What follows belongs to an exercise in optimizing a design on an open flow for small area; a production flow would make more cautious choices. RTL that was checked went through simulation tests only; none was proved equivalent to the original. For runs 1 and 2, only the layout was checked, not whether the RTL still works. Power and IR drop assume default switching activity.

==> flow/design.v <==
module crc16_psa (
    input  wire        clk,
    input  wire        rst,
    input  wire        host_req,
    input  wire        host_we,
    input  wire [3:0]  host_idx,
    input  wire [15:0] host_wdata,
    output wire        host_ack,
    output wire [15:0] host_rdata,
    output reg         bus_req,
    output wire [1:0]  bus_cmd,
    output wire [7:0]  bus_wdata,
    input  wire        bus_ack,
    input  wire        bus_err,
    input  wire [7:0]  bus_rdata
);
    reg  [2:0] cb;                    
    reg  [5:0] hb;                    
    wire [3:0] ph   = {hb[0], cb};    
    wire       seg  = hb[1] ^ hb[0];  
    wire       cb0  = (cb == 3'd0);
    wire       cb7  = (cb == 3'd7);
    wire       ph0  = cb0 & ~hb[0];
    wire       ph15 = cb7 &  hb[0];
    wire       p15a = ph15 &  seg;    
    wire       p15p = ph15 & ~seg;    
    always @(posedge clk) begin
        if (rst) begin
            cb <= 3'd0;
            hb <= 6'd0;
        end else begin
            cb <= cb + 3'd1;
            if (cb7)
                hb <= hb + 6'd55;
        end
    end
    reg [511:0] rb_ring;              
    reg [31:0]  rg;                   
    reg [15:0]  rl;                   
    reg [15:0]  rc;                   
    reg         half;                 
    reg         e_bus, e_ill, e_busy, e_range;
    wire [15:0] vw = rg[16:1];
    wire [15:0] vl = {rl[0], rl[15:1]};
    wire [7:0]  hbyte = {rb_ring[0], rb_ring[1], rb_ring[2], rb_ring[3],
                         rb_ring[4], rb_ring[5], rb_ring[6], rb_ring[7]};
    localparam [3:0] Q_SW = 4'b0000, Q_SR = 4'b0100,                  
                     Q_AH = 4'b0001, Q_AL = 4'b0101, Q_WD = 4'b1001,  
                     Q_RD = 4'b0010,                                  
                     Q_SP = 4'b0011,                                  
                     Q_RI = 4'b0110, Q_RI2 = 4'b1010, Q_CK = 4'b1110,
                     Q_T1 = 4'b0111, Q_T2 = 4'b1011, Q_T3 = 4'b1101,
                     Q_IDLE = 4'b1111;
    reg  [3:0] q;
    reg        q_read;
    reg  [6:0] q_idx;
    reg  [7:0] wreg;
    wire busy  = (q != Q_IDLE);
    wire match = (hb == q_idx[5:0]);
    wire qeq   = (q_idx == vl[6:0]);      
    localparam [2:0] H_INIT = 3'd0, H_S0 = 3'd1, H_S1 = 3'd2, H_S2 = 3'd3, H_S3 = 3'd4;
    reg [2:0] hs;
    wire i_status = (host_idx == 4'd0);
    wire i_cmd    = (host_idx == 4'd1);
    wire i_acc    = (host_idx == 4'd2);
    wire i_crcin  = (host_idx == 4'd3);
    wire i_addr   = (host_idx == 4'd4);
    wire i_len    = (host_idx == 4'd5);
    wire i_ptr    = (host_idx == 4'd6);
    wire i_data   = (host_idx == 4'd7);
    wire c_init   = (host_wdata == 16'h0001);
    wire c_buf    = (host_wdata == 16'h0002);
    wire c_app    = (host_wdata == 16'h0003);
    wire c_stw    = (host_wdata == 16'h0010);
    wire c_str    = (host_wdata == 16'h0011);
    wire c_clr    = (host_wdata == 16'h0020);
    wire is_cmd   = c_init | c_buf | c_app | c_stw | c_str | c_clr;
    wire hi_nz    = |host_wdata[15:8];
    wire illegal = host_idx[3] |
                   (~host_we & (i_cmd | i_crcin)) |
                   ( host_we & (i_status | i_acc | (i_cmd & ~is_cmd) |
                                ((i_crcin | i_data) & hi_nz)));
    wire plain   = ~host_we & (i_status | i_acc | i_addr | i_len | i_ptr);
    wire busyref = busy & ~plain;
    wire legal   = ~illegal & ~busyref;
    wire op_wr_a   = host_we & i_addr;
    wire op_wr_l   = host_we & i_len;
    wire op_wr_p   = host_we & i_ptr;
    wire op_crcin  = host_we & i_crcin;
    wire op_data   = i_data;
    wire op_drd    = ~host_we & i_data;
    wire op_dwr    = host_we & i_data;
    wire op_init   = host_we & i_cmd & c_init;
    wire op_buf    = host_we & i_cmd & c_buf;
    wire op_app    = host_we & i_cmd & c_app;
    wire op_st     = host_we & i_cmd & (c_stw | c_str);
    wire op_clr    = host_we & i_cmd & c_clr;
    wire len_hz    = ~|vl[15:7];
    wire len_le64  = len_hz & ~(vl[6] & |vl[5:0]);
    wire len_le62  = len_hz & ~vl[6] & ~&vl[5:1];
    wire len_nz    = |vl;
    wire ptr_ok    = ~|vw[15:6];
    wire s0 = (hs == H_S0);
    wire s1 = (hs == H_S1);
    wire s2 = (hs == H_S2);
    wire s3 = (hs == H_S3);
    wire go0      = s0 & host_req & legal;
    wire st_time  = ((op_wr_a | op_st) & p15a) | ((op_wr_p | op_data) & p15p) |
                    ((op_wr_l | op_init | op_crcin | op_buf | op_app) & ph15);
    wire rbad0    = (op_data & ~ptr_ok) | (op_buf & ~len_le64) | (op_app & ~len_le62);
    wire start1   = go0 & st_time & ~rbad0;
    wire       bytemode = host_idx[1] & host_idx[0];      
    wire [3:0] hsel     = bytemode ? {1'b0, ~cb} : ph;
    wire       hbit     = host_wdata[hsel];
    reg  cy, z;
    wire ad_x = op_app ? rl[0] : rg[0];
    wire ad_y = op_data ? ph0 : op_app ? (ph == 4'd1) : rl[0];
    wire ad_c = ~ph0 & cy;
    wire ad_s = ad_x ^ ad_y ^ ad_c;
    wire ad_co = (ad_x & ad_y) | (ad_x & ad_c) | (ad_y & ad_c);
    wire sum_bad = ad_co | (ad_s & z);    
    wire st_bad  = sum_bad | ~len_nz | ~len_le64;
    always @(posedge clk) begin
        cy <= ad_co;
        z  <= (z & ~ph0) | ad_s;
    end
    wire step  = (s1 & op_crcin & (hb[0] == half)) | (s2 & op_buf & match);
    wire cbit  = op_crcin ? hbit : rb_ring[0];
    wire fb    = rc[15] ^ cbit;
    wire afill = (hs == H_INIT) | (s1 & (op_init | op_buf));
    always @(posedge clk) begin
        rc <= {rc[14:0], rc[15]};
        if (afill)
            rc[0] <= 1'b1;
        else if (step) begin
            rc[0]  <= fb;
            rc[5]  <= rc[4] ^ fb;
            rc[12] <= rc[11] ^ fb;
        end
    end
    wire ack_s0 = go0 ? (op_clr | (~host_we & i_status) |
                         (~host_we & i_acc & cb0 & (hb[0] == half)) |
                         (~host_we & i_len & ph15) |
                         (~host_we & i_addr & p15a) |
                         (~host_we & i_ptr & p15p) |
                         (st_time & rbad0))
                      : (s0 & host_req);            
    wire s1_end_s2 = op_data | op_app | (op_buf & ~qeq);
    wire ack_s1 = s1 & ph15 & ~s1_end_s2;
    wire ack_s2 = s2 & ((op_drd & match & cb0) | (op_dwr & match & cb7) | (op_buf & ph15 & qeq));
    wire ack_s3 = s3 & match & cb7;
    assign host_ack = host_req & (ack_s0 | ack_s1 | ack_s2 | ack_s3);
    wire [7:0] status = {e_range, e_busy, e_ill, e_bus, 2'b00, ~|rc, busy};
    assign host_rdata = ({16{i_status}} & {8'h00, status}) |
                        ({16{i_acc}} & rc) |
                        ({16{i_addr | i_ptr}} & vw) |
                        ({16{i_len}} & vl) |
                        ({16{i_data & s2}} & {8'h00, hbyte});
    wire st_ok = s1 & ph15 & host_req & op_st & ~st_bad;
    always @(posedge clk) begin
        if (rst) begin
            hs      <= H_INIT;
            half    <= 1'b0;
            e_ill   <= 1'b0;
            e_busy  <= 1'b0;
            e_range <= 1'b0;
        end else begin
            case (hs)
            H_INIT: if (p15a) hs <= H_S0;
            H_S0: begin
                if (host_req & illegal)
                    e_ill <= 1'b1;
                else if (host_req & busyref)
                    e_busy <= 1'b1;
                else if (go0 & st_time & rbad0)
                    e_range <= 1'b1;
                if (go0 & op_clr) begin
                    e_ill   <= 1'b0;
                    e_busy  <= 1'b0;
                    e_range <= 1'b0;
                end
                if (start1) begin
                    hs <= H_S1;
                    if (op_buf)
                        half <= 1'b0;
                end
            end
            H_S1: begin
                if (ph15) begin
                    if (op_crcin)
                        half <= ~half;
                    if (op_st & st_bad)
                        e_range <= 1'b1;
                    hs <= s1_end_s2 ? H_S2 : H_S0;
                end
            end
            H_S2: begin
                if (step & cb7)
                    half <= ~half;
                if (ack_s2)
                    hs <= H_S0;
                else if (op_app & match & cb7)
                    hs <= H_S3;
            end
            default: begin  
                if (match & cb7)
                    hs <= H_S0;
            end
            endcase
        end
    end
    wire ini = (hs == H_INIT);
    wire ins_g = ini ? 1'b0 : (s1 & (op_wr_a | op_wr_p)) ? hbit : (s1 & op_data) ? ad_s : rg[0];
    wire ins_l = ini ? 1'b0 : (s1 & op_wr_l) ? hbit : (s1 & op_app) ? ad_s : rl[0];
    wire bus_ins = (q == Q_RI2) | ((q == Q_RI) & match & cb0);
    wire wr_b    = bus_ins | (((s2 & (op_dwr | op_app)) | s3) & match);
    wire tap     = (hb[0] ^ half ^ s3) ? rc[7] : rc[15];
    wire src_b   = bus_ins ? wreg[7] : op_data ? hbit : tap;
    wire ins_b   = wr_b ? src_b : rb_ring[0];
    always @(posedge clk) begin
        rb_ring <= {ins_b, rb_ring[511:1]};
        rg <= {ins_g, rg[31:1]};
        rl <= {ins_l, rl[15:1]};
    end
    assign bus_cmd   = q[1:0];
    assign bus_wdata = (q[1:0] == 2'b00) ? {7'h50, q[2]} : wreg;
    wire done  = bus_req & bus_ack;
    always @(posedge clk) begin
        if (start1 & op_data)
            q_idx <= {1'b0, vw[5:0]};
        else if (start1 & op_app)
            q_idx <= {1'b0, vl[5:0]};
        else if ((start1 & op_buf) | st_ok)
            q_idx <= 7'd0;
        else if ((s2 & (op_buf | op_app) & match & cb7) |
                 ((q == Q_WD) & done & ~bus_err) |
                 ((q == Q_RI2) & cb7))
            q_idx <= q_idx + 7'd1;
    end
    wire wsh = bus_ins | ((q == Q_WD) & ~bus_req & match);
    always @(posedge clk) begin
        if (q == Q_RD & done)
            wreg <= bus_rdata;
        else if ((q == Q_AH | q == Q_AL) & ~bus_req)
            wreg <= rg[7:0];
        else if (wsh)
            wreg <= {wreg[6:0], rb_ring[0]};
    end
    wire ah_go = ~seg & cb0 & hb[0];     
    wire al_go = ~seg & ph0;             
    always @(posedge clk) begin
        if (rst) begin
            q       <= Q_T1;
            bus_req <= 1'b0;
            e_bus   <= 1'b0;
        end else begin
            if (go0 & op_clr)
                e_bus <= 1'b0;
            case (q)
            Q_IDLE: if (st_ok) begin
                q      <= Q_SW;
                q_read <= host_wdata[0];
            end
            Q_T1: if (ph15) q <= Q_T2;
            Q_T2: if (ph15) q <= Q_T3;
            Q_T3: if (ph15) q <= Q_IDLE;
            Q_CK: if (ph15) q <= qeq ? Q_SP : q_read ? Q_RD : Q_WD;
            Q_RI: if (match & cb0) q <= Q_RI2;
            Q_RI2: if (cb7) q <= Q_CK;
            default: begin  
                if (!bus_req) begin
                    if ((q == Q_AH) ? ah_go :
                        (q == Q_AL) ? al_go :
                        (q == Q_WD) ? (match & cb7) : 1'b1)
                        bus_req <= 1'b1;
                end else if (bus_ack) begin
                    bus_req <= 1'b0;
                    if (q == Q_SP)
                        q <= q_read ? Q_IDLE : Q_T1;
                    else if (bus_err) begin
                        e_bus <= 1'b1;
                        q     <= Q_SP;
                    end else case (q)
                        Q_SW: q <= Q_AH;
                        Q_AH: q <= Q_AL;
                        Q_AL: q <= q_read ? Q_SR : Q_CK;
                        Q_SR: q <= Q_RD;
                        Q_RD: q <= Q_RI;
                        default: q <= Q_CK;  
                    endcase
                end
            end
            endcase
        end
    end
endmodule
==> flow/flow/run.sh <==
#!/bin/bash
# Standard layout; clock tree synthesis without dummy loads, larger leaf clusters.
export CTS_ARGS="-sink_clustering_enable -repair_clock_nets -dont_use_dummy_load -sink_clustering_size 22 -sink_clustering_max_diameter 60 -buf_list sky130_fd_sc_hd__clkbuf_8"
bash standard.sh > standard.log 2>&1
==> flow/standard.sh <==
#!/bin/bash
# synth_recipe.tcl (not shown) runs the flow's synth.tcl, then flattens the netlist and writes it again
# the make line also repeats each setting of config.mk as NAME=value (left out here)
make -C /OpenROAD-flow-scripts/flow DESIGN_CONFIG=/design/flow/config.mk WORK_HOME=/design/flow/orfs CLKGATE_MAP_FILE= SYNTH_SCRIPT=/design/flow/synth_recipe.tcl "${@:-finish}"
==> flow/config.mk <==
export PLATFORM = sky130hd
export DESIGN_NAME = crc16_psa
export DESIGN_NICKNAME = crc16_psa
export VERILOG_FILES = /design/flow/design.v
export SDC_FILE = /design/flow/constraint.sdc
export NUM_CORES = 4
export LEC_CHECK = 0
export CAP_MARGIN = 20
export CORE_MARGIN = 2
export CORE_UTILIZATION = 60
export SLEW_MARGIN = 20
==> flow/constraint.sdc <==
create_clock -name core_clock -period 10.0 [get_ports {clk}]
set_input_delay 2.0000 -clock core_clock [delete_from_list [all_inputs] [get_ports {clk}]]
set_output_delay 2.0000 -clock core_clock [all_outputs]
set_load 0.01 [all_outputs]
==> results of run 1 <==
per-layer routing:
layer / wire length, um / vias up / track usage / part of all wire
met5: 0 / - / 0 / 0
met4: 678 / 0 / 0.0633 / 0.027
met3: 1700 / 60 / 0.0342 / 0.067
met2: 9700 / 258 / 0.246 / 0.38
met1: 13400 / 3762 / 0.302 / 0.53
li1: - / 3978 / - / -
synthesized netlist by cell type (6+ instances only):
cell type / n
inv_1: 25
mux2i_1: 19
ha_1: 6
nand3_1: 18
and3_1: 13
nor2_1: 56
buf_2: 9
or3_1: 6
edfxtp_1: 15
nand2b_1: 11
clkbuf_1: 18
xor2_1: 7
nand2_1: 43
o31ai_1: 7
a22oi_1: 9
nor2b_1: 14
xnor2_1: 25
dfxtp_1: 601
nand4_1: 9
o21ai_0: 19
nor4_1: 10
a222oi_1: 16
or2_2: 6
nor3_1: 8
o21a_1: 10
a21oi_1: 42
o2bb2ai_1: 8
per-stage QoR:
step / setup WS (ns) / hold slack (ns) / cells / power (mW)
2_1_floorplan: 4.32 / 0.310 / 1131 / 2.66
3_3_place_gp: 2.86 / 0.311 / 1500 / 2.72
3_5_place_dp: 2.82 / 0.312 / 1500 / 2.72
4_1_cts: 2.81 / 0.276 / 1536 / 3.67
5_1_grt: 2.53 / 0.281 / 1536 / 3.78
6_report: 2.76 / 0.274 / 1536 / 3.64
kinds of logic after synthesis:
family | count (synthesis) | synth area share
DFF | 616 | 0.787
buffers and inverters | 58 | 0.0161
adders and majority gates | 7 | 0.00600
AOI/OAI and AO/OA | 167 | 0.0770
and+or+nand+nor | 227 | 0.0796
xor gates and xnor gates | 32 | 0.0177
muxes | 24 | 0.0163
flip-flops by register name, summed over array words and instances, names as in the netlist, 3 cells and up:
signal and count:
rb_ring 512, rg 32, rc 16, rl 16, wreg 8, q_idx 7, hb 6, q 4
cb 3, hs 3
power by group through the flow:
stage | Clock, mW | Sequential, mW | Combinational (mW)
2_1_floorplan | 0 | 2.54 | 0.121
3_3_place_gp | 0 | 2.55 | 0.167
3_5_place_dp | 0 | 2.55 | 0.166
4_1_cts | 1.01 | 2.50 | 0.168
5_1_grt | 1.09 | 2.50 | 0.185
6_report | 0.969 | 2.50 | 0.169
cell type report:
class                           count  area, um2  share of cell area
Clock buffer                       36        495              0.0287
Inverter                           25       93.8             0.00543
Multi-Input combinational cell    457       3120               0.181
Sequential cell                   616      12500               0.723
Tap cell                          335        419              0.0243
Timing Repair Buffer               67        656              0.0380
final timing paths:
kind | from | to | slack (ns)
max reg2reg | cb[0] | q_idx[0] | 6.15
max | host_idx[0] | host_ack | 2.76
min | rb_ring[400] | rb_ring[399] | 0.27
min reg2reg | rb_ring[400] | rb_ring[399] | 0.27
==> flow_summary_export.csv, run 1 <==
group,metric,value,unit
die,num_rows,59,
global_routing,grt_pass1_vias,7777,
setup_path,worst-path-stages,9,
cts,ctsResizeCount,0,
final_layout,fin_nets,1244,
logic_synthesis,synthFlopType,"dfxtp_1",
global_routing,grt_start_max_net_pins,26,
cts,clk_latency,0.56,ns
die,fp.dieH,167,um
drt,drcViolationCount,0,
global_routing,gr-usage-all-layers,0.186,
job,drv_cap,0,
setup_path,crit_chain,"clkdlybuf4s50_1, nand2_4, o32ai_1, a31oi_1, o31ai_1, or2b_1, a21oi_1, o31a_1, clkdlybuf4s50_1",
power_and_ir_drop,internal_power,2.88,mW
cts,htreeDepth,2,
die,io_pins,62,
power_and_ir_drop,ir_drop,0.167,mV
setup_path,cp_top_family,"compound AO/OA/AOI/OAI gates",
die,initial_utilization,0.610,
timing,period_share,0.724,
final_layout,layout-drive-gt1-share,0.0616,
power_and_ir_drop,clkPwrFrac,0.267,
logic_synthesis,syn_area,15900,um2
timing,finalMaxSlewViolations,0,
power_and_ir_drop,pwr-share-seq,0.687,
timing,hold_viol,0,
cts,ctsHoldBuffers,0,
timing,fin_crit,7.24,ns
status,outcome,"timing/DRC/antenna clean",
setup_path,cpMostUsedCell,"clkdlybuf4s50_1",
min_path,hold_depth,0,
cts,cts_buffers,36,
die,dieArea,27700,um2
setup_path,reg2reg_depth,10,
drt,vias,8058,
final_layout,fillCellCount,1920,
setup_path,cpMaxStageDelayCell,"clkdlybuf4s50_1",
power_and_ir_drop,power.density,211,nW/um2
logic_synthesis,ys_warn_count,1,
final_layout,final_core_util,0.665,
cts,post_cts_buffers,0,
power_and_ir_drop,p_sw_frac,0.209,
timing,rsz0062_at_grt,"no",
placed_design,port_buffers,61,
cts,cts_root_buffer,"clkbuf_8",
global_routing,antenna_found_initial,0,
timing,relSlewSlack,0.450,
setup_path,cp_max_fo,16,
setup_path,start_kind,"input pin",
drt,drtIter0Drc,709,
cts,cts_tree,"yes",
logic_synthesis,netlist-cell-type-count,84,
logic_synthesis,syn_area_per_cell,14.0,um2
logic_synthesis,syn_nets,1172,
timing,worst_slew_pin_slew,0.824,ns
logic_synthesis,ys_top_cells_by_area,"dfxtp_1 (76%), edfxtp_1 (2.8%), xnor2_1 (1.4%), a21oi_1 (1.3%), nor2_1 (1.3%)",
drt,post_drt_wl_per_cell,16.6,um
die,coreArea,26000,um2
setup_path,slowest_delay,0.82,ns
setup_path,critPathBufInv,2,
cts,cts.reportedPaths.clkPinSlew,0.12,ns
final_layout,synthToLayoutAreaGrowth,8.94,%
logic_synthesis,syn_inst,1131,
placed_design,place_hpwl,16500,um
global_routing,grt.overflow.total,0,
setup_path,critPathCaptureType,"output port",
final_layout,antenna_cells,0,
logic_synthesis,yosys.area.top_type,"dfxtp_1",
final_layout,mostFrequentLayoutCell,"dfxtp_1",
global_routing,grt_pass1_wl,41600,um
setup_path,crit_arrival,5.24,ns
timing,fin_skew,0.0683,ns
logic_synthesis,synth_seq_cells,616,
die,fp.dieW,167,um
timing,setup_violations,0,
power_and_ir_drop,p_leak,6.66,nW
logic_synthesis,synth-seq-area-share,0.787,
drt,first_pass_iters,10,
drt,wirelength,25400,um
drt,avgViaCountPerCell,5.25,
min_path,hp-class,"flip-flop to flip-flop",
timing,fmax,138,MHz
power_and_ir_drop,p_comb_frac,0.047,
final_layout,design_area,17300,um2
timing,tns,0,ns
logic_synthesis,synthArstFlopShare,0,
setup_path,critPathRequiredTime,8.00,ns
placed_design,gp_routability_congestion,0.927,
cts,cts_sinks,616,
logic_synthesis,synth_edf_count,15,
power_and_ir_drop,switchingPower,0.759,mW
drt,ant_nets,0,
placed_design,placed_cell_area,16800,um2
final_layout,final_cell_mix,"dfxtp_1 (601), clkdlybuf4s50_1 (61), nor2_1 (55)",
setup_path,worstSetupPathType,"input pin to output port",
logic_synthesis,yosys.area.top_type_share,0.759,
cts,clk_path_buf_depth,3,
==> inputs of run 2 (changes only) <==
==> flow/flow/run.sh (replaced) <==
#!/bin/bash
# Standard layout; clock tree synthesis without dummy loads, small leaf buffers.
export CTS_ARGS="-sink_clustering_enable -repair_clock_nets -dont_use_dummy_load -sink_clustering_size 10 -sink_clustering_max_diameter 40 -buf_list {sky130_fd_sc_hd__clkbuf_4 sky130_fd_sc_hd__clkbuf_8}"
bash standard.sh > standard.log 2>&1
==> flow_summary_export.csv, run 2 <==
group,metric,value,unit
setup_path,worstSetupPathType,"input pin to output port",
timing,fmax,138,MHz
power_and_ir_drop,ir_drop,0.191,mV
placed_design,place_hpwl,16500,um
timing,fin_skew,0.0687,ns
logic_synthesis,synth_edf_count,15,
setup_path,start_kind,"input pin",
setup_path,cpMostUsedCell,"clkdlybuf4s50_1",
logic_synthesis,synthFlopType,"dfxtp_1",
setup_path,timing.rr.start,"cb[1]",
drt,drtIter0Drc,801,
logic_synthesis,synth_most_common_cell,"dfxtp_1",
drt,vias,8367,
timing,fin_ws,2.76,ns
setup_path,crit_chain,"clkdlybuf4s50_1, nand2_4, o32ai_1, a31oi_1, o31ai_1, or2b_1, a21oi_1, o31a_1, clkdlybuf4s50_1",
setup_path,critPathRequiredTime,8.00,ns
logic_synthesis,synth_seq_cells,616,
cts,cts_buffers,75,
logic_synthesis,syn_inst,1131,
timing,tns,0,ns
drt,ant_nets,0,
global_routing,grt_start_max_net_pins,26,
final_layout,synthToLayoutAreaGrowth,12.3,%
final_layout,final_cell_mix,"dfxtp_1 (601), clkbuf_8 (75), clkdlybuf4s50_1 (61)",
drt,drcViolationCount,0,
setup_path,cpMaxStageDelayCell,"clkdlybuf4s50_1",
setup_path,slowest_delay,0.83,ns
logic_synthesis,syn_nets,1172,
timing,finalMaxSlewViolations,0,
final_layout,mostFrequentLayoutCell,"dfxtp_1",
global_routing,gr-usage-all-layers,0.195,
final_layout,largest_reg_flops,512,
setup_path,cp_top_family,"compound AO/OA/AOI/OAI gates",
logic_synthesis,synth_common_cells,"dfxtp_1 (601), nor2_1 (56), nand2_1 (43)",
min_path,min_from,"rb_ring[313]",
drt,avgViaCountPerCell,5.31,
power_and_ir_drop,p_leak,6.94,nW
final_layout,fin_nets,1283,
timing,rsz0062_at_grt,"no",
timing,period_share,0.724,
cts,clk_path_buf_depth,3,
die,initial_utilization,0.610,
timing,worst_slew_pin_slew,0.813,ns
timing,relSlewSlack,0.457,
final_layout,antenna_cells,0,
drt,wirelength,26200,um
setup_path,critPathBufInv,2,
placed_design,pre_cts_ws,2.82,ns
cts,cts_tree,"yes",
final_layout,reg_top3,"rb_ring: 512 flops, rg: 32 flops",
setup_path,cp_max_fo,16,
logic_synthesis,syn_area,15900,um2
cts,cts_root_buffer,"clkbuf_8",
die,dieArea,27700,um2
setup_path,setup.worst_path.start,"host_idx[0]",
timing,hold_viol,0,
logic_synthesis,ys_warn_count,1,
setup_path,crit_arrival,5.24,ns
cts,cts_sinks,616,
placed_design,gp_routability_congestion,0.927,
timing,fin_crit,7.24,ns
logic_synthesis,yosys.area.top_type,"dfxtp_1",
die,coreArea,26000,um2
job,drv_cap,0,
die,num_rows,59,
global_routing,grt_pass1_wl,43600,um
die,fp.dieH,167,um
logic_synthesis,netlist-cell-type-count,84,
logic_synthesis,synthArstFlopShare,0,
status,outcome,"timing/DRC/antenna clean",
setup_path,r2r_slack,6.16,ns
logic_synthesis,syn_area_per_cell,14.0,um2
cts,post_cts_buffers,0,
drt,post_drt_wl_per_cell,16.6,um
timing,setup_violations,0,
placed_design,port_buffers,61,
global_routing,grt.overflow.total,0,
cts,clk_latency,0.57,ns
final_layout,layout-drive-gt1-share,0.0911,
logic_synthesis,ys_top_cells_by_area,"dfxtp_1 (76%), edfxtp_1 (2.8%), xnor2_1 (1.4%), a21oi_1 (1.3%), nor2_1 (1.3%)",
global_routing,grt_pass1_vias,8317,
logic_synthesis,synth-seq-area-share,0.787,
drt,first_pass_iters,6,
min_path,hp-class,"flip-flop to flip-flop",
cts,htreeDepth,3,
logic_synthesis,yosys.area.top_type_share,0.759,
die,fp.dieW,167,um
cts,cts.reportedPaths.clkPinSlew,0.07,ns
final_layout,top_register,"rb_ring",
cts,ctsResizeCount,0,
cts,ctsHoldBuffers,0,
setup_path,critPathCaptureType,"output port",
power_and_ir_drop,power.density,228,nW/um2
global_routing,antenna_found_initial,0,
die,io_pins,62,
-- run 2: stage by stage --
stage	area, um2	hold WS [ns]	util	cells	power (mW)
after global routing	17800	0.300	0.685	1575	4.24
after global placement	16800	0.311	0.645	1500	2.72
after detailed placement	16800	0.312	0.646	1500	2.72
after CTS	17800	0.293	0.685	1575	4.12
final	17800	0.295	0.685	1575	4.06
after floorplan	15900	0.310	-	1131	2.66
-- run 2: path summary, 6_finish.rpt --
| path | to | cells after the start |
|---|---|---|
| max | host_ack | 9 |
| min | rb_ring[312] | 0 |
| max reg2reg | q_idx[2] | 10 |
| min reg2reg | rb_ring[312] | 0 |
-- run 2: final cells by class --
cell class,instances,area [um2]
Clock buffer,75,1030
Fill cell,1867,8180
Inverter,25,93.8
Multi-Input combinational cell,457,3120
Sequential cell,616,12500
Tap cell,335,419
Timing Repair Buffer,67,656
-- run 2: report_power, final --
part           internal [mW]  switching, mW  leakage (nW)  total, mW
Combinational         0.0769         0.0937          1.43      0.171
Clock                  0.665          0.725         0.539       1.39
Sequential              2.47         0.0254          4.98       2.50
-- run 2: logic make-up (layout without fill, tap and decap cells) --
logic type	Yosys count	in the layout	share of synthesized area
adders and majority gates	7	7	0.00600
and+or+nand+nor	227	227	0.0796
AOI/OAI and AO/OA	167	167	0.0770
muxes	24	24	0.0163
buffers and inverters	58	167	0.0161
DFF	616	616	0.787
xor gates and xnor gates	32	32	0.0177
-- run 2: routing by layer --
metal  vias to the layer above  global-route usage  wire (um)
li1                       4058                   -          -
met1                      3921               0.303      13200
met2                       301               0.255      10000
met3                        87              0.0482       1970
met4                         0              0.0915        965
met5                         -                   0          0
==> inputs of run 3 (changes only) <==
--- a/flow/design.v
+++ b/flow/design.v
@@ -110,8 +110,9 @@
     wire rbad0    = (op_data & ~ptr_ok) | (op_buf & ~len_le64) | (op_app & ~len_le62);
     wire start1   = go0 & st_time & ~rbad0;
     wire       bytemode = host_idx[1] & host_idx[0];      
-    wire [3:0] hsel     = bytemode ? {1'b0, ~cb} : ph;
-    wire       hbit     = host_wdata[hsel];
+    wire [7:0] hrev = {host_wdata[0],host_wdata[1],host_wdata[2],host_wdata[3],host_wdata[4],host_wdata[5],host_wdata[6],host_wdata[7]};
+    wire [7:0] hsel8 = ({8{bytemode}} & hrev) | ({8{~bytemode & hb[0]}} & host_wdata[15:8]) | ({8{~bytemode & ~hb[0]}} & host_wdata[7:0]);
+    wire       hbit  = hsel8[cb];
     reg  cy, z;
     wire ad_x = op_app ? rl[0] : rg[0];
     wire ad_y = op_data ? ph0 : op_app ? (ph == 4'd1) : rl[0];
@@ -226,12 +227,8 @@
     assign bus_wdata = (q[1:0] == 2'b00) ? {7'h50, q[2]} : wreg;
     wire done  = bus_req & bus_ack;
     always @(posedge clk) begin
-        if (start1 & op_data)
-            q_idx <= {1'b0, vw[5:0]};
-        else if (start1 & op_app)
-            q_idx <= {1'b0, vl[5:0]};
-        else if ((start1 & op_buf) | st_ok)
-            q_idx <= 7'd0;
+        if (start1 | st_ok)
+            q_idx <= {1'b0, ({6{op_data}} & vw[5:0]) | ({6{op_app}} & vl[5:0])};
         else if ((s2 & (op_buf | op_app) & match & cb7) |
                  ((q == Q_WD) & done & ~bus_err) |
                  ((q == Q_RI2) & cb7))
@@ -239,12 +236,10 @@
     end
     wire wsh = bus_ins | ((q == Q_WD) & ~bus_req & match);
     always @(posedge clk) begin
-        if (q == Q_RD & done)
-            wreg <= bus_rdata;
-        else if ((q == Q_AH | q == Q_AL) & ~bus_req)
-            wreg <= rg[7:0];
-        else if (wsh)
-            wreg <= {wreg[6:0], rb_ring[0]};
+        wreg <= ({8{q == Q_RD & done}} & bus_rdata) |
+                ({8{(q == Q_AH | q == Q_AL) & ~bus_req}} & rg[7:0]) |
+                ({8{wsh}} & {wreg[6:0], rb_ring[0]}) |
+                ({8{~(q == Q_RD & done) & ~((q == Q_AH | q == Q_AL) & ~bus_req) & ~wsh}} & wreg);
     end
     wire ah_go = ~seg & cb0 & hb[0];     
     wire al_go = ~seg & ph0;             
==> flow/flow/run.sh (replaced) <==
#!/bin/bash
# The standard layout (standard.sh: standard synthesis, floorplan, place,
# CTS, route), with two options changed:
#  - port buffers use the small buf_1 cell;
#  - timing repair after global routing downsizes cells with slack
#    (RECOVER_POWER=100);
#  - clock tree synthesis inserts no dummy loads and uses clkbuf_8 leaf
#    clusters of at most 20 sinks.
export BUFFER_PORTS_ARGS="-buffer_cell sky130_fd_sc_hd__buf_1"
export CTS_ARGS="-sink_clustering_enable -repair_clock_nets -dont_use_dummy_load -sink_clustering_size 20 -sink_clustering_max_diameter 60 -buf_list sky130_fd_sc_hd__clkbuf_8"
export RECOVER_POWER=100
bash standard.sh > standard.log 2>&1
--- a/flow/config.mk
+++ b/flow/config.mk
@@ -7,5 +7,5 @@
 export LEC_CHECK = 0
 export CAP_MARGIN = 20
 export CORE_MARGIN = 2
-export CORE_UTILIZATION = 60
+export CORE_UTILIZATION = 70
 export SLEW_MARGIN = 20
==> flow_summary_export.csv, run 3 <==
group,metric,value,unit
die,initial_utilization,0.713,
drt,wirelength,26500,um
die,io_pins,62,
timing,fin_skew,0.0948,ns
timing,fin_ws,2.58,ns
logic_synthesis,synth_edf_count,7,
power_and_ir_drop,p_sw_frac,0.219,
cts,cts_sinks,616,
global_routing,gr-usage-all-layers,0.229,
logic_synthesis,synthFlopType,"dfxtp_1",
power_and_ir_drop,power.density,227,nW/um2
logic_synthesis,syn_inst,1090,
cts,cts.reportedPaths.clkPinSlew,0.11,ns
final_layout,mostFrequentLayoutCell,"dfxtp_1",
logic_synthesis,yosys.area.top_type,"dfxtp_1",
die,num_rows,54,
timing,finalMaxSlewViolations,28,
setup_path,start_kind,"input pin",
final_layout,layout-drive-gt1-share,0.0610,
setup_path,crit_arrival,7.61,ns
cts,clk_path_buf_depth,3,
timing,rsz0062_at_grt,"no",
power_and_ir_drop,pwr-share-seq,0.680,
setup_path,worstSetupPathType,"input pin to flip-flop",
min_path,hp-class,"flip-flop to flip-flop",
setup_path,reg2reg_depth,9,
drt,avgViaCountPerCell,5.43,
status,violations,"max-capacitance violations, max-slew violations",
final_layout,largest_reg_flops,512,
drt,first_pass_iters,5,
timing,tns,0,ns
setup_path,worst-path-stages,11,
placed_design,pre_cts_ws,3.40,ns
die,fp.dieH,153,um
cts,cts_buffers,38,
logic_synthesis,synth_common_cells,"dfxtp_1 (609), nand2_1 (47), nor2_1 (39)",
job,drv_cap,2,
cts,ctsResizeCount,0,
drt,post_drt_wl_per_cell,18.4,um
setup_path,timing.rr.start,"cb[0]",
global_routing,grt.overflow.total,0,
final_layout,reg_top3,"rb_ring: 512 flops, rg: 32 flops",
power_and_ir_drop,p_leak,6.39,nW
drt,vias,7836,
logic_synthesis,syn_area_per_cell,14.3,um2
cts,post_cts_buffers,0,
power_and_ir_drop,switchingPower,0.819,mW
timing,setup_violations,0,
drt,drcViolationCount,0,
logic_synthesis,synthArstFlopShare,0,
logic_synthesis,netlist-cell-type-count,72,
logic_synthesis,yosys.area.top_type_share,0.784,
logic_synthesis,ys_top_cells_by_area,"dfxtp_1 (78%), edfxtp_1 (1.4%), xor2_1 (1.2%), nand2_1 (1.1%), a222oi_1 (1.0%)",
logic_synthesis,synth-seq-area-share,0.797,
final_layout,fin_nets,1206,
logic_synthesis,ys_warn_count,1,
timing,worst_slew_pin_slew,2.19,ns
placed_design,gp_routability_congestion,0.902,
setup_path,r2r_slack,5.20,ns
placed_design,port_buffers,61,
timing,relSlewSlack,-0.464,
logic_synthesis,synth_seq_cells,616,
final_layout,final_cell_mix,"dfxtp_1 (609), buf_1 (58), nand2_1 (47)",
die,dieArea,23400,um2
setup_path,critPathBufInv,1,
setup_path,slowest_delay,1.68,ns
timing,period_share,0.742,
global_routing,grt_pass1_wl,42100,um
die,fp.dieW,153,um
placed_design,place_hpwl,17700,um
setup_path,cp-endpoint,"q_idx[1]",
power_and_ir_drop,p_comb_frac,0.055,
drt,drtIter0Drc,551,
timing,hold_viol,0,
final_layout,synthToLayoutAreaGrowth,6.22,%
timing,hold_slack,0.297,ns
setup_path,critPathCaptureType,"flip-flop",
setup_path,cpMaxStageDelayCell,"o41ai_1",
setup_path,cp_top_family,"compound AO/OA/AOI/OAI gates",
setup_path,cp_max_fo,12,
status,outcome,"complete, but fails checks",
global_routing,antenna_found_initial,0,
final_layout,top_register,"rb_ring",
cts,cts_root_buffer,"clkbuf_8",
global_routing,grt_pass1_vias,7663,
cts,htreeDepth,2,
setup_path,critPathRequiredTime,10.19,ns
cts,ctsHoldBuffers,0,
power_and_ir_drop,finalPower,3.74,mW
logic_synthesis,syn_nets,1131,
power_and_ir_drop,internal_power,2.92,mW
setup_path,setup.worst_path.start,"host_we",
final_layout,antenna_cells,0,
global_routing,grt_start_max_net_pins,23,
power_and_ir_drop,clkPwrFrac,0.265,
logic_synthesis,syn_area,15600,um2
cts,cts_tree,"yes",
cts,clk_latency,0.56,ns
die,coreArea,21800,um2
setup_path,crit_chain,"clkbuf_1, nor3b_1, nand4_1, nor3_1, a22o_1, a32o_1, fa_1, a21oi_1, o211ai_1, o41ai_1, or2_0",
setup_path,reg2reg_to,"q_idx[1]",
final_layout,final_core_util,0.757,
power_and_ir_drop,ir_drop,0.184,mV
timing,fin_crit,7.42,ns
drt,ant_nets,0,
logic_synthesis,synth_most_common_cell,"dfxtp_1",
timing,fmax,135,MHz
[run 3: cell types whose count changed in the layout (fill, tap and decap cells not counted), moves of 15 or more]
cell	previous run	this run
xor2_1	7	22
clkdlybuf4s50_1	61	0
nor2_1	55	39
a21oi_1	42	23
buf_1	0	58
clkbuf_8	75	38
[run 3: per-layer routing]
| metal | part of all wire | vias to the layer above | wire (um) | global-route usage |
|---|---|---|---|---|
| met5 | 0 | - | 0 | 0 |
| met4 | 0.029 | 0 | 758 | 0.0714 |
| met3 | 0.056 | 55 | 1490 | 0.0386 |
| met2 | 0.45 | 228 | 12000 | 0.354 |
| met1 | 0.46 | 3690 | 12300 | 0.337 |
| li1 | - | 3863 | - | - |
[run 3: worst reg2reg max path, delay by kind of cell (launching register included)]
kind | cells | cell delay (ns)
compound gates | 5 | 2.49
fa+ha+maj | 2 | 0.81
buf+inv | 1 | 0.18
flops | 1 | 0.48
simple gates | 1 | 0.47
[run 3: layout make-up]
class / count / area [um2]
well taps: 280 / 350
multi-input cells: 423 / 2900
inverters: 19 / 71.3
clock buffers: 38 / 523
repair buffers: 67 / 270
fillers: 1291 / 5300
flip-flops and latches: 616 / 12400
[run 3: cell families after synthesis]
logic type | Yosys count | synth area share
AO/OA/AOI/OAI | 144 | 0.0693
XOR/XNOR | 33 | 0.0186
adder cells (fa/ha/maj) | 7 | 0.00611
buffers and inverters | 51 | 0.0139
flip-flops | 616 | 0.797
multiplexers | 23 | 0.0207
AND/OR/NAND/NOR | 216 | 0.0741
[run 3: metrics by stage]
step	area [um2]	std cells
finish	16500	1443
global route	16500	1443
CTS	16600	1443
detailed placement	16100	1405
global placement	16100	1405
floorplan	15600	1090
[run 3: power by group through the flow]
| stage | Sequential [mW] | Clock, mW | Combinational, mW |
|---|---|---|---|
| 6_report | 2.55 | 0.992 | 0.205 |
| 5_1_grt | 2.56 | 1.09 | 0.227 |
| 4_1_cts | 2.55 | 1.01 | 0.207 |
| 3_5_place_dp | 2.60 | 0 | 0.206 |
| 3_3_place_gp | 2.60 | 0 | 0.202 |
| 2_1_floorplan | 2.57 | 0 | 0.172 |
[run 3: worst min path at each step]
stage | startpoint | endpoint | slack, ns | cells past startpoint
floorplan | rb_ring[101] | rb_ring[100] | 0.31 | 0
global placement | rb_ring[141] | rb_ring[140] | 0.31 | 0
detailed placement | rb_ring[291] | rb_ring[290] | 0.31 | 0
CTS | rb_ring[239] | rb_ring[238] | 0.29 | 0
global route | rb_ring[239] | rb_ring[238] | 0.30 | 0
finish | rb_ring[286] | rb_ring[285] | 0.30 | 0
==> inputs of run 4 (changes only) <==
==> flow/flow/run.sh (replaced) <==
#!/bin/bash
# The standard layout (standard.sh: standard synthesis, floorplan, place,
# CTS, route), with two options changed:
#  - port buffers use the small buf_1 cell;
#  - clock tree synthesis inserts no dummy loads and uses clkbuf_8 leaf
#    clusters of at most 20 sinks.
export BUFFER_PORTS_ARGS="-buffer_cell sky130_fd_sc_hd__buf_1"
export CTS_ARGS="-sink_clustering_enable -repair_clock_nets -dont_use_dummy_load -sink_clustering_size 20 -sink_clustering_max_diameter 60 -buf_list sky130_fd_sc_hd__clkbuf_8"
bash standard.sh > standard.log 2>&1
==> flow_summary_export.csv, run 4 <==
group,metric,value,unit
setup_path,critPathRequiredTime,8.00,ns
setup_path,r2r_slack,6.30,ns
timing,fin_skew,0.0964,ns
drt,vias,7906,
placed_design,gp_routability_congestion,0.902,
timing,period_share,0.665,
final_layout,top_register,"rb_ring",
logic_synthesis,syn_area_per_cell,14.3,um2
global_routing,grt_start_max_net_pins,23,
logic_synthesis,syn_nets,1131,
min_path,hp-class,"flip-flop to flip-flop",
setup_path,crit_chain,"buf_1, nor3b_1, nand4_1, nand2b_1, o41ai_1, nand3_1, nand4_1, o21a_1, buf_1",
setup_path,cp_top_family,"simple AND/OR/NAND/NOR gates",
drt,first_pass_iters,5,
setup_path,critPathBufInv,2,
setup_path,reg2reg_depth,9,
timing,hold_slack,0.297,ns
timing,worst_slew_pin_slew,0.957,ns
die,coreArea,21800,um2
setup_path,worstSetupPathType,"input pin to output port",
timing,tns,0,ns
final_layout,mostFrequentLayoutCell,"dfxtp_1",
logic_synthesis,synth_edf_count,7,
die,initial_utilization,0.713,
die,fp.dieW,153,um
final_layout,fin_nets,1206,
setup_path,worst-path-stages,9,
timing,fin_ws,3.35,ns
die,num_rows,54,
drt,avgViaCountPerCell,5.48,
final_layout,antenna_cells,0,
global_routing,antenna_found_initial,0,
timing,hold_viol,0,
timing,setup_violations,0,
die,dieArea,23400,um2
logic_synthesis,synth-seq-area-share,0.797,
drt,wirelength,26500,um
timing,fmax,150,MHz
placed_design,pre_cts_ws,3.40,ns
final_layout,final_core_util,0.760,
final_layout,largest_reg_flops,512,
cts,cts_root_buffer,"clkbuf_8",
power_and_ir_drop,power.density,226,nW/um2
logic_synthesis,ys_top_cells_by_area,"dfxtp_1 (78%), edfxtp_1 (1.4%), xor2_1 (1.2%), nand2_1 (1.1%), a222oi_1 (1.0%)",
global_routing,grt.overflow.total,0,
drt,post_drt_wl_per_cell,18.4,um
cts,cts_tree,"yes",
setup_path,slowest_delay,0.51,ns
power_and_ir_drop,ir_drop,0.184,mV
logic_synthesis,yosys.area.top_type,"dfxtp_1",
die,io_pins,62,
power_and_ir_drop,p_leak,6.44,nW
final_layout,final_cell_mix,"dfxtp_1 (609), buf_1 (61), nand2_1 (47)",
setup_path,start_kind,"input pin",
logic_synthesis,yosys.area.top_type_share,0.784,
final_layout,synthToLayoutAreaGrowth,6.60,%
setup_path,cp_max_fo,12,
power_and_ir_drop,finalPower,3.75,mW
logic_synthesis,synth_common_cells,"dfxtp_1 (609), nand2_1 (47), nor2_1 (39)",
logic_synthesis,synthArstFlopShare,0,
placed_design,place_hpwl,17700,um
global_routing,grt_pass1_wl,42100,um
drt,drtIter0Drc,543,
global_routing,gr-usage-all-layers,0.229,
job,drv_cap,0,
cts,cts_buffers,38,
cts,clk_latency,0.56,ns
cts,ctsHoldBuffers,0,
setup_path,crit_arrival,4.65,ns
logic_synthesis,syn_area,15600,um2
global_routing,grt_pass1_vias,7663,
timing,rsz0062_at_grt,"no",
setup_path,cpMaxStageDelayCell,"o41ai_1",
status,outcome,"timing/DRC/antenna clean",
cts,clk_path_buf_depth,3,
placed_design,port_buffers,61,
cts,cts_sinks,616,
min_path,hold_depth,0,
logic_synthesis,synthFlopType,"dfxtp_1",
logic_synthesis,synth_most_common_cell,"dfxtp_1",
logic_synthesis,synth_seq_cells,616,
logic_synthesis,syn_inst,1090,
timing,relSlewSlack,0.357,
cts,post_cts_buffers,0,
die,fp.dieH,153,um
timing,finalMaxSlewViolations,0,
drt,drcViolationCount,0,
final_layout,layout-drive-gt1-share,0.0688,
drt,ant_nets,0,
logic_synthesis,ys_warn_count,1,
cts,ctsResizeCount,0,
setup_path,critPathCaptureType,"output port",
timing,fin_crit,6.65,ns
cts,cts.reportedPaths.clkPinSlew,0.10,ns
logic_synthesis,netlist-cell-type-count,72,
final_layout,reg_top3,"rb_ring: 512 flops, rg: 32 flops",
cts,htreeDepth,2,
-- run 4: cell counts after synthesis --
No cell type changed its count.
-- run 4: layout make-up --
class	count	area, um2
Fill cell	1277	5240
Tap cell	280	350
Clock buffer	38	523
Timing Repair Buffer	67	274
Sequential cell	616	12400
Inverter	19	71.3
Multi-Input combinational cell	423	2960
-- run 4: final timing paths --
path / from / end
worst min-delay path: rb_ring[286] / rb_ring[285]
worst max-delay path: host_we / host_ack
worst min register to register: rb_ring[286] / rb_ring[285]
worst max register to register: cb[0] / q_idx[4]
-- run 4: cell families (layout without fill, tap and decap cells) --
kind of cell    count (synthesis)  after routing  share of synthesized area
simple gates                  216            216                     0.0741
buf+inv                        51            124                     0.0139
xor+xnor                       33             33                     0.0186
compound gates                144            144                     0.0693
fa+ha+maj                       7              7                    0.00611
flops                         616            616                      0.797
mux                            23             23                     0.0207
-- run 4: stage by stage --
step,std cells,instance area [um2]
floorplan,1090,15600
global placement,1405,16100
detailed placement,1405,16100
CTS,1443,16600
global route,1443,16600
finish,1443,16600
-- run 4: routing by layer --
metal / routed length [um] / GRT usage
met4: 764 / 0.0714
met3: 1370 / 0.0386
met2: 12000 / 0.354
met5: 0 / 0
met1: 12300 / 0.337
-- run 4: power breakdown --
| group | total, mW | switching [mW] | leakage [nW] | internal [mW] |
|---|---|---|---|---|
| Clock | 0.993 | 0.648 | 0.273 | 0.345 |
| Combinational | 0.208 | 0.121 | 1.20 | 0.0873 |
| Sequential | 2.55 | 0.0531 | 4.97 | 2.49 |
==> inputs of run 5 (changes only) <==
==> flow/flow/run.sh (replaced) <==
#!/bin/bash
# The standard layout (standard.sh: standard synthesis, floorplan, place,
# CTS, route), with these options changed:
#  - after floorplan, the combinational logic is re-mapped for area with
#    OpenROAD's restructure (flow/restructure.tcl);
#  - port buffers use the small buf_1 cell;
#  - timing repair after global routing downsizes cells with slack
#    (RECOVER_POWER=100);
#  - clock tree synthesis inserts no dummy loads and uses clkbuf_8 leaf
#    clusters of at most 20 sinks.
# Tool output goes to standard.log here and to ORFS's own logs under orfs/logs.
export POST_FLOORPLAN_TCL="$(pwd)/flow/restructure.tcl"
export BUFFER_PORTS_ARGS="-buffer_cell sky130_fd_sc_hd__buf_1"
export CTS_ARGS="-sink_clustering_enable -repair_clock_nets -dont_use_dummy_load -sink_clustering_size 20 -sink_clustering_max_diameter 60 -buf_list sky130_fd_sc_hd__clkbuf_8"
export RECOVER_POWER=100
bash standard.sh > standard.log 2>&1
==> flow/flow/restructure.tcl (new file) <==
# Sourced at the end of ORFS floorplan (POST_FLOORPLAN_TCL): re-map the
# combinational logic for area with OpenROAD's restructure (ABC). Registers
# are not touched.
set rs_dir [file join [pwd] rs_work]
file mkdir $rs_dir
restructure -liberty_file [lindex $::env(LIB_FILES) 0] -target area \
  -tielo_port sky130_fd_sc_hd__conb_1/LO -tiehi_port sky130_fd_sc_hd__conb_1/HI \
  -work_dir $rs_dir -abc_logfile [file join $rs_dir abc.log]
report_design_area
==> flow_summary_export.csv, run 5 <==
group,metric,value,unit
status,outcome,"aborted with a tool error",
status,stop_stage,"2_1_floorplan",
status,error,"Error: floorplan.tcl, 161 can't create directory \"/OpenROAD-flow-scripts/flow/rs_work\": read-only file system",
die,num_rows,54,
logic_synthesis,ys_warn_count,1,
logic_synthesis,synth_edf_count,7,
logic_synthesis,syn_inst,1090,
logic_synthesis,netlist-cell-type-count,72,
logic_synthesis,synthArstFlopShare,0,
logic_synthesis,synth-seq-area-share,0.797,
die,initial_utilization,0.713,
logic_synthesis,yosys.area.top_type,"dfxtp_1",
die,fp.dieH,153,um
die,fp.dieW,153,um
logic_synthesis,synth_seq_cells,616,
logic_synthesis,syn_area_per_cell,14.3,um2
logic_synthesis,syn_nets,1131,
logic_synthesis,syn_area,15600,um2
logic_synthesis,synthFlopType,"dfxtp_1",
logic_synthesis,yosys.area.top_type_share,0.784,
logic_synthesis,synth_most_common_cell,"dfxtp_1",
logic_synthesis,ys_top_cells_by_area,"dfxtp_1 (78%), edfxtp_1 (1.4%), xor2_1 (1.2%), nand2_1 (1.1%), a222oi_1 (1.0%)",
logic_synthesis,synth_common_cells,"dfxtp_1 (609), nand2_1 (47), nor2_1 (39)",
==> run 5: cell counts after synthesis <==
No cell type changed its count.
==> run 5: cell families after synthesis <==
family / count (synthesis) / share of synthesized area
AND/OR/NAND/NOR: 216 / 0.0741
AO/OA/AOI/OAI: 144 / 0.0693
adder cells (fa/ha/maj): 7 / 0.00611
XOR/XNOR: 33 / 0.0186
multiplexers: 23 / 0.0207
flip-flops: 616 / 0.797
buffers and inverters: 51 / 0.0139
==> inputs of run 6 (changes only) <==
==> flow/flow/run.sh (replaced) <==
#!/bin/bash
# The standard layout (standard.sh: standard synthesis, floorplan, place,
# CTS, route), with these options changed:
#  - after floorplan, the combinational logic is re-mapped for area with
#    OpenROAD's restructure (flow/restructure.tcl);
#  - port buffers use the small buf_1 cell;
#  - clock tree synthesis inserts no dummy loads and uses clkbuf_8 leaf
#    clusters of at most 20 sinks.
# Tool output goes to standard.log here and to ORFS's own logs under orfs/logs.
export POST_FLOORPLAN_TCL="$(pwd)/flow/restructure.tcl"
export BUFFER_PORTS_ARGS="-buffer_cell sky130_fd_sc_hd__buf_1"
export CTS_ARGS="-sink_clustering_enable -repair_clock_nets -dont_use_dummy_load -sink_clustering_size 20 -sink_clustering_max_diameter 60 -buf_list sky130_fd_sc_hd__clkbuf_8"
bash standard.sh > standard.log 2>&1
==> flow_summary_export.csv, run 6 <==
group,metric,value,unit
die,num_rows,54,
logic_synthesis,ys_warn_count,1,
logic_synthesis,synth_seq_cells,616,
logic_synthesis,yosys.area.top_type_share,0.784,
die,fp.dieH,153,um
status,outcome,"aborted with a tool error",
die,fp.dieW,153,um
logic_synthesis,synth_fa_ha_area_frac,0.00611,
logic_synthesis,synth_compound_area_frac,0.0693,
logic_synthesis,netlist-cell-type-count,72,
logic_synthesis,syn_area_per_cell,14.3,um2
logic_synthesis,synth_common_cells,"dfxtp_1 (609), nand2_1 (47), nor2_1 (39)",
logic_synthesis,yosys.area_share.simple,0.0741,
status,error,"Error: floorplan.tcl, 161 can't create directory \"/OpenROAD-flow-scripts/flow/rs_work\": read-only file system",
logic_synthesis,synth_top_family_by_area,"simple AND/OR/NAND/NOR gates",
logic_synthesis,syn_inst,1090,
logic_synthesis,synth_xor_area_frac,0.0186,
logic_synthesis,syn_nets,1131,
logic_synthesis,synth-seq-area-share,0.797,
logic_synthesis,synth.area.mux_share,0.0207,
logic_synthesis,synthFlopType,"dfxtp_1",
logic_synthesis,ys_top_cells_by_area,"dfxtp_1 (78%), edfxtp_1 (1.4%), xor2_1 (1.2%), nand2_1 (1.1%), a222oi_1 (1.0%)",
logic_synthesis,synthArstFlopShare,0,
logic_synthesis,synth_most_common_cell,"dfxtp_1",
logic_synthesis,synth_edf_count,7,
logic_synthesis,syn_area,15600,um2
die,initial_utilization,0.713,
status,stop_stage,"2_1_floorplan",
logic_synthesis,yosys.area.top_type,"dfxtp_1",
run 6: cell counts after synthesis:
Identical to the previous run, type by type.
run 6: kinds of logic after synthesis:
logic type | count (synthesis)
DFF | 616
muxes | 23
xor gates and xnor gates | 33
AOI/OAI and AO/OA | 144
buffers and inverters | 51
and+or+nand+nor | 216
adders and majority gates | 7
==> inputs of run 7 (changes only) <==
==> flow/flow/restructure.tcl (replaced) <==
# Sourced at the end of ORFS floorplan (POST_FLOORPLAN_TCL): re-map the
# combinational logic for area with OpenROAD's restructure (ABC). Registers
# are not touched. restructure hands its liberty file straight to ABC, so it
# gets a copy of the platform library without the don't-use cells.
set rs_dir [file join $::env(OBJECTS_DIR) rs_work]
file mkdir $rs_dir
set rs_lib [file join $rs_dir rs_lib.lib]
set dont_use [expr {[info exists ::env(DONT_USE_CELLS)] ? $::env(DONT_USE_CELLS) : ""}]
set fi [open [lindex $::env(LIB_FILES) 0] r]
set fo [open $rs_lib w]
set skip 0
set depth 0
set n_skipped 0
while {[gets $fi line] >= 0} {
  if {!$skip && [regexp {^\s*cell\s*\(\s*"?([^")\s]+)"?\s*\)} $line -> cname]} {
    foreach pat $dont_use {
      if {[string match $pat $cname]} { set skip 1; set depth 0; incr n_skipped; break }
    }
  }
  if {$skip} {
    incr depth [expr {[regexp -all {\{} $line] - [regexp -all {\}} $line]}]
    if {$depth <= 0 && [regexp {\}} $line]} { set skip 0 }
    continue
  }
  puts $fo $line
}
close $fi
close $fo
puts "restructure: library copy without $n_skipped don't-use cells: $rs_lib"
report_design_area
restructure -liberty_file $rs_lib -target area \
  -tielo_port sky130_fd_sc_hd__conb_1/LO -tiehi_port sky130_fd_sc_hd__conb_1/HI \
  -work_dir $rs_dir -abc_logfile [file join $::env(LOG_DIR) 2_1_restructure_abc.log]
report_design_area
==> flow_summary_export.csv, run 7 <==
group,metric,value,unit
final_layout,layout-drive-gt1-share,0.0418,
cts,cts_sinks,616,
logic_synthesis,syn_inst,1090,
final_layout,mostFrequentLayoutCell,"dfxtp_1",
cts,cts_tree,"yes",
logic_synthesis,synth_most_common_cell,"dfxtp_1",
timing,fmax,140,MHz
final_layout,fin_nets,1232,
drt,ant_nets,0,
final_layout,antenna_cells,0,
setup_path,timing.rr.start,"cb[0]",
cts,ctsHoldBuffers,0,
logic_synthesis,synth-seq-area-share,0.797,
logic_synthesis,netlist-cell-type-count,72,
final_layout,final_core_util,0.745,
die,fp.dieH,153,um
die,fp.dieW,153,um
setup_path,reg2reg_to,"q_idx[2]",
setup_path,reg2reg_depth,13,
die,io_pins,62,
timing,tns,0,ns
setup_path,worstSetupPathType,"input pin to output port",
min_path,hold_end,"rb_ring[14]",
power_and_ir_drop,ir_drop,0.172,mV
logic_synthesis,synth_edf_count,7,
min_path,min_from,"rb_ring[15]",
logic_synthesis,synthArstFlopShare,0,
timing,worst_slew_pin_slew,0.962,ns
timing,fin_skew,0.0754,ns
timing,period_share,0.717,
die,dieArea,23400,um2
timing,setup_violations,0,
setup_path,critPathCaptureType,"output port",
power_and_ir_drop,power.density,232,nW/um2
global_routing,grt_pass1_vias,7770,
timing,rsz0062_at_grt,"no",
drt,drtIter0Drc,771,
drt,drcViolationCount,0,
placed_design,place_hpwl,16100,um
cts,cts_buffers,38,
logic_synthesis,syn_nets,1131,
cts,ctsResizeCount,0,
cts,cts.reportedPaths.clkPinSlew,0.10,ns
final_layout,final_cell_mix,"dfxtp_1 (609), clkinv_1 (95), nor2_1 (66)",
global_routing,antenna_found_initial,1,
setup_path,cp_max_fo,10,
status,outcome,"timing/DRC/antenna clean",
cts,cts_root_buffer,"clkbuf_8",
power_and_ir_drop,p_leak,6.07,nW
logic_synthesis,ys_warn_count,1,
cts,post_cts_buffers,0,
global_routing,gr-usage-all-layers,0.210,
cts,clk_latency,0.56,ns
global_routing,grt_pass1_wl,39800,um
setup_path,critPathRequiredTime,8.00,ns
min_path,hold_depth,0,
setup_path,crit_arrival,5.17,ns
final_layout,top_register,"rb_ring",
placed_design,port_buffers,61,
die,coreArea,21800,um2
die,num_rows,54,
final_layout,largest_reg_flops,512,
timing,hold_viol,0,
global_routing,grt.overflow.total,0,
setup_path,r2r_slack,5.19,ns
drt,vias,8155,
logic_synthesis,synthFlopType,"dfxtp_1",
logic_synthesis,syn_area_per_cell,14.3,um2
global_routing,grt_start_max_net_pins,21,
cts,htreeDepth,2,
power_and_ir_drop,finalPower,3.77,mW
cts,clk_path_buf_depth,3,
drt,first_pass_iters,8,
setup_path,slowest_delay,0.46,ns
setup_path,start_kind,"input pin",
logic_synthesis,synth_common_cells,"dfxtp_1 (609), nand2_1 (47), nor2_1 (39)",
drt,avgViaCountPerCell,5.53,
logic_synthesis,syn_area,15600,um2
logic_synthesis,yosys.area.top_type_share,0.784,
logic_synthesis,synth_seq_cells,616,
min_path,hp-class,"flip-flop to flip-flop",
final_layout,synthToLayoutAreaGrowth,4.48,%
setup_path,cpMostUsedCell,"clkinv_1",
drt,wirelength,24700,um
setup_path,cpMaxStageDelayCell,"or3_1",
drt,post_drt_wl_per_cell,16.8,um
final_layout,reg_top3,"rb_ring: 512 flops, rg: 32 flops",
logic_synthesis,ys_top_cells_by_area,"dfxtp_1 (78%), edfxtp_1 (1.4%), xor2_1 (1.2%), nand2_1 (1.1%), a222oi_1 (1.0%)",
timing,relSlewSlack,0.353,
job,drv_cap,0,
timing,fin_crit,7.17,ns
die,initial_utilization,0.713,
placed_design,gp_routability_congestion,0.957,
timing,finalMaxSlewViolations,0,
setup_path,crit_chain,"buf_1, clkinv_1, nor2_1, clkinv_1, nor4_1, nand2_1, or3_1, nor3_1, clkinv_1, o22ai_1, nand2b_1, a21oi_1, nor4_1, nor2_1, buf_1",
logic_synthesis,yosys.area.top_type,"dfxtp_1",
## run 7: worst max-delay path by stage
stage                     slack [ns]        start       end  cells past startpoint
after floorplan                 4.12  host_idx[3]  host_ack                      6
after global placement          3.00      host_we  host_ack                     15
after detailed placement        2.95      host_we  host_ack                     15
after CTS                       2.94      host_we  host_ack                     15
after global routing            2.43      host_we  host_ack                     15
final                           2.83      host_we  host_ack                     15
## run 7: stage by stage
stage / hold WS (ns) / instances / instance area (um2) / setup slack, ns
floorplan: 0.310 / 1090 / 15600 / 4.12
global placement: 0.310 / 1438 / 15700 / 3.00
detailed placement: 0.312 / 1438 / 15700 / 2.95
CTS: 0.306 / 1476 / 16300 / 2.94
global route: 0.304 / 1476 / 16300 / 2.43
finish: 0.306 / 1476 / 16300 / 2.83
## run 7: kinds of logic after synthesis
group,Yosys count,share of synthesized area
multiplexers,23,0.0207
flip-flops,616,0.797
buffers and inverters,51,0.0139
AO/OA/AOI/OAI,144,0.0693
AND/OR/NAND/NOR,216,0.0741
XOR/XNOR,33,0.0186
adder cells (fa/ha/maj),7,0.00611
## run 7: per-layer routing
metal	global-route usage	part of all wire	up-vias
met1	0.318	0.48	3777
met4	0.0688	0.023	0
li1	-	-	3978
met5	0	0	-
met2	0.305	0.41	346
met3	0.0448	0.080	54
## run 7: critical path: cells and delay by family
| family | cells | cell delay [ns] |
|---|---|---|
| AOI/OAI and AO/OA | 2 | 0.43 |
| buffers and inverters | 5 | 1.20 |
| and+or+nand+nor | 8 | 1.53 |
## run 7: layout make-up
type | instances | area (um2)
sequential | 616 | 12400
tap | 280 | 350
clock buffer | 38 | 523
fill | 1396 | 5570
inverter | 95 | 357
multi-input combinational | 377 | 2320
timing repair buffer | 70 | 297
## run 7: where the power goes
group          switching [mW]  total [mW]  internal (mW)
Clock                   0.645       0.990          0.345
Combinational           0.139       0.220         0.0810
Sequential             0.0507        2.56           2.51
==> inputs of run 8 (changes only) <==
--- a/flow/design.v
+++ b/flow/design.v
@@ -113,7 +113,8 @@
     wire [7:0] hrev = {host_wdata[0],host_wdata[1],host_wdata[2],host_wdata[3],host_wdata[4],host_wdata[5],host_wdata[6],host_wdata[7]};
     wire [7:0] hsel8 = ({8{bytemode}} & hrev) | ({8{~bytemode & hb[0]}} & host_wdata[15:8]) | ({8{~bytemode & ~hb[0]}} & host_wdata[7:0]);
     wire       hbit  = hsel8[cb];
-    reg  cy, z;
+    wire cy = wreg[0];
+    wire z  = wreg[1];
     wire ad_x = op_app ? rl[0] : rg[0];
     wire ad_y = op_data ? ph0 : op_app ? (ph == 4'd1) : rl[0];
     wire ad_c = ~ph0 & cy;
@@ -121,10 +122,6 @@
     wire ad_co = (ad_x & ad_y) | (ad_x & ad_c) | (ad_y & ad_c);
     wire sum_bad = ad_co | (ad_s & z);    
     wire st_bad  = sum_bad | ~len_nz | ~len_le64;
-    always @(posedge clk) begin
-        cy <= ad_co;
-        z  <= (z & ~ph0) | ad_s;
-    end
     wire step  = (s1 & op_crcin & (hb[0] == half)) | (s2 & op_buf & match);
     wire cbit  = op_crcin ? hbit : rb_ring[0];
     wire fb    = rc[15] ^ cbit;
@@ -239,7 +236,8 @@
         wreg <= ({8{q == Q_RD & done}} & bus_rdata) |
                 ({8{(q == Q_AH | q == Q_AL) & ~bus_req}} & rg[7:0]) |
                 ({8{wsh}} & {wreg[6:0], rb_ring[0]}) |
-                ({8{~(q == Q_RD & done) & ~((q == Q_AH | q == Q_AL) & ~bus_req) & ~wsh}} & wreg);
+                ({8{~(q == Q_RD & done) & ~((q == Q_AH | q == Q_AL) & ~bus_req) & ~wsh & busy}} & wreg) |
+                ({8{~busy}} & {6'd0, (z & ~ph0) | ad_s, ad_co});
     end
     wire ah_go = ~seg & cb0 & hb[0];     
     wire al_go = ~seg & ph0;             
==> flow_summary_export.csv, run 8 <==
group,metric,value,unit
final_layout,mostFrequentLayoutCell,"dfxtp_1",
die,fp.dieW,153,um
timing,finalMaxSlewViolations,0,
timing,fmax,151,MHz
power_and_ir_drop,power.density,226,nW/um2
timing,rsz0062_at_grt,"no",
timing,relSlewSlack,0.338,
cts,post_cts_buffers,0,
cts,htreeDepth,2,
die,num_rows,54,
setup_path,crit_arrival,4.63,ns
logic_synthesis,netlist-cell-type-count,77,
cts,cts_sinks,614,
logic_synthesis,synthFlopType,"dfxtp_1",
final_layout,layout-drive-gt1-share,0.0399,
setup_path,worstSetupPathType,"input pin to output port",
final_layout,antenna_cells,0,
timing,fin_skew,0.0599,ns
cts,cts_buffers,38,
min_path,hold_depth,0,
die,initial_utilization,0.714,
logic_synthesis,syn_area_per_cell,14.0,um2
logic_synthesis,syn_nets,1160,
final_layout,fillCellCount,1383,
logic_synthesis,synth_seq_cells,614,
logic_synthesis,synth_common_cells,"dfxtp_1 (607), nand2_1 (67), nor2_1 (49)",
die,fp.dieH,153,um
logic_synthesis,ys_top_cells_by_area,"dfxtp_1 (78%), nand2_1 (1.6%), edfxtp_1 (1.3%), nor2_1 (1.2%), xor2_1 (1.1%)",
timing,fin_ws,3.37,ns
timing,setup_violations,0,
global_routing,grt_pass1_wl,41100,um
logic_synthesis,syn_inst,1119,
final_layout,fin_nets,1215,
final_layout,reg_top3,"rb_ring: 512 flops, rg: 32 flops",
cts,ctsResizeCount,0,
logic_synthesis,yosys.area.top_type_share,0.777,
cts,clk_latency,0.56,ns
global_routing,grt_pass1_vias,7809,
timing,worst_slew_pin_slew,0.986,ns
final_layout,synthToLayoutAreaGrowth,3.20,%
logic_synthesis,yosys.area.top_type,"dfxtp_1",
drt,vias,8182,
drt,avgViaCountPerCell,5.61,
die,dieArea,23500,um2
placed_design,place_hpwl,16600,um
timing,tns,0,ns
setup_path,cpMaxStageDelayCell,"nor4b_1",
global_routing,grt_start_max_net_pins,21,
final_layout,top_register,"rb_ring",
setup_path,critPathCaptureType,"output port",
placed_design,port_buffers,61,
power_and_ir_drop,p_leak,6.01,nW
setup_path,cp_max_fo,8,
timing,hold_slack,0.288,ns
final_layout,final_core_util,0.737,
drt,post_drt_wl_per_cell,17.6,um
final_layout,largest_reg_flops,512,
setup_path,crit_chain,"buf_1, nand3_1, or3_1, nand2b_1, nor2_1, nor4b_1, o21ai_0, a31o_1, nor2b_1, o21ai_0, a21oi_1, buf_1",
job,drv_cap,0,
logic_synthesis,synth_most_common_cell,"dfxtp_1",
power_and_ir_drop,finalPower,3.65,mW
timing,fin_crit,6.63,ns
logic_synthesis,synthArstFlopShare,0,
timing,period_share,0.663,
logic_synthesis,synth_edf_count,7,
drt,ant_nets,0,
logic_synthesis,syn_area,15600,um2
setup_path,critPathRequiredTime,8.00,ns
global_routing,gr-usage-all-layers,0.219,
drt,first_pass_iters,6,
setup_path,reg2reg_depth,11,
status,outcome,"timing/DRC/antenna clean",
logic_synthesis,synth-seq-area-share,0.791,
global_routing,grt.overflow.total,0,
setup_path,slowest_delay,0.38,ns
cts,clk_path_buf_depth,3,
logic_synthesis,ys_warn_count,1,
setup_path,start_kind,"input pin",
global_routing,antenna_found_initial,0,
timing,hold_viol,0,
placed_design,gp_routability_congestion,0.922,
power_and_ir_drop,ir_drop,0.183,mV
drt,drtIter0Drc,974,
drt,drcViolationCount,0,
final_layout,final_cell_mix,"dfxtp_1 (607), clkinv_1 (101), buf_1 (61)",
cts,cts_root_buffer,"clkbuf_8",
cts,ctsHoldBuffers,0,
min_path,hp-class,"flip-flop to flip-flop",
die,io_pins,62,
drt,wirelength,25700,um
cts,cts_tree,"yes",
placed_design,pre_cts_ws,3.50,ns
cts,cts.reportedPaths.clkPinSlew,0.11,ns
die,coreArea,21900,um2
## run 8: cell families after synthesis
kind of cell | synth area share
fa+ha+maj | 0.00608
buf+inv | 0.0150
flops | 0.791
mux | 0.0204
simple gates | 0.0837
compound gates | 0.0651
xor+xnor | 0.0190
## run 8: final cells by class
cell class / count / area, um2 / area share
sequential: 614 / 12400 / 0.766
inverter: 101 / 379 / 0.0235
multi-input combinational: 357 / 2230 / 0.138
tap: 280 / 350 / 0.0217
clock buffer: 38 / 523 / 0.0324
timing repair buffer: 69 / 289 / 0.0179
## run 8: worst paths after layout
path / slack, ns / from / endpoint
max: 3.37 / host_we / host_ack
max reg2reg: 5.57 / q[1] / q_idx[0]
min reg2reg: 0.29 / rb_ring[10] / rb_ring[9]
min: 0.29 / rb_ring[10] / rb_ring[9]
## run 8: per-layer routing
metal	global-route usage	part of all wire	routed length [um]
met1	0.330	0.48	12300
met2	0.324	0.42	10700
met3	0.0471	0.083	2120
met4	0.0673	0.022	577
met5	0	0	0
## run 8: per-stage QoR
| step | cells | instance area, um2 |
|---|---|---|
| 2_1_floorplan | 1119 | 15600 |
| 3_3_place_gp | 1421 | 15600 |
| 3_5_place_dp | 1421 | 15600 |
| 4_1_cts | 1459 | 16100 |
| 5_1_grt | 1459 | 16100 |
| 6_report | 1459 | 16100 |
## run 8: report_power, final
group          total [mW]  switching, mW  internal [mW]
Sequential           2.48         0.0219           2.46
Clock               0.992          0.647          0.345
Combinational       0.172          0.117         0.0559
## run 8: critical path: cells and delay by family
kind / cells / cell delay (ns)
compound gates: 4 / 0.73
buf+inv: 2 / 0.48
simple gates: 6 / 1.43

-- port drivers added, routing unchanged --
How much do the figures lean on ideal ports? The routed layouts below were timed once more, with nothing changed but the port constraints.
Step 1, drivers: a clkbuf_16 drives clk and a buf_2 each remaining input, both assumed.
Step 2 adds t to the input delays and takes it off the output delays; t is the mean of the earliest and latest rising clock arrival at the registers after step 1. Input paths then give back, and output paths get back, about the clock's delay inside the block.
Three values: ideal ports, drivers, drivers and shift; two values: the first two.
run	shift t [ns]	setup slack, ns	cell pins on the clock port's net
run 1	0.566	2.755 / 2.731 / 2.731	1
run 2	0.589	2.765 / 2.740 / 2.740	1
run 3	0.559	2.581 / 2.599 / 2.040	1
run 4	0.560	3.349 / 3.323 / 3.323	1
run 7	0.562	2.834 / 2.808 / 2.808	1
run 8	0.570	3.375 / 3.350 / 3.350	1
For run 3, which loses most, drivers alone change the setup slack by +0.018 ns; drivers and shift together by -0.541 ns.
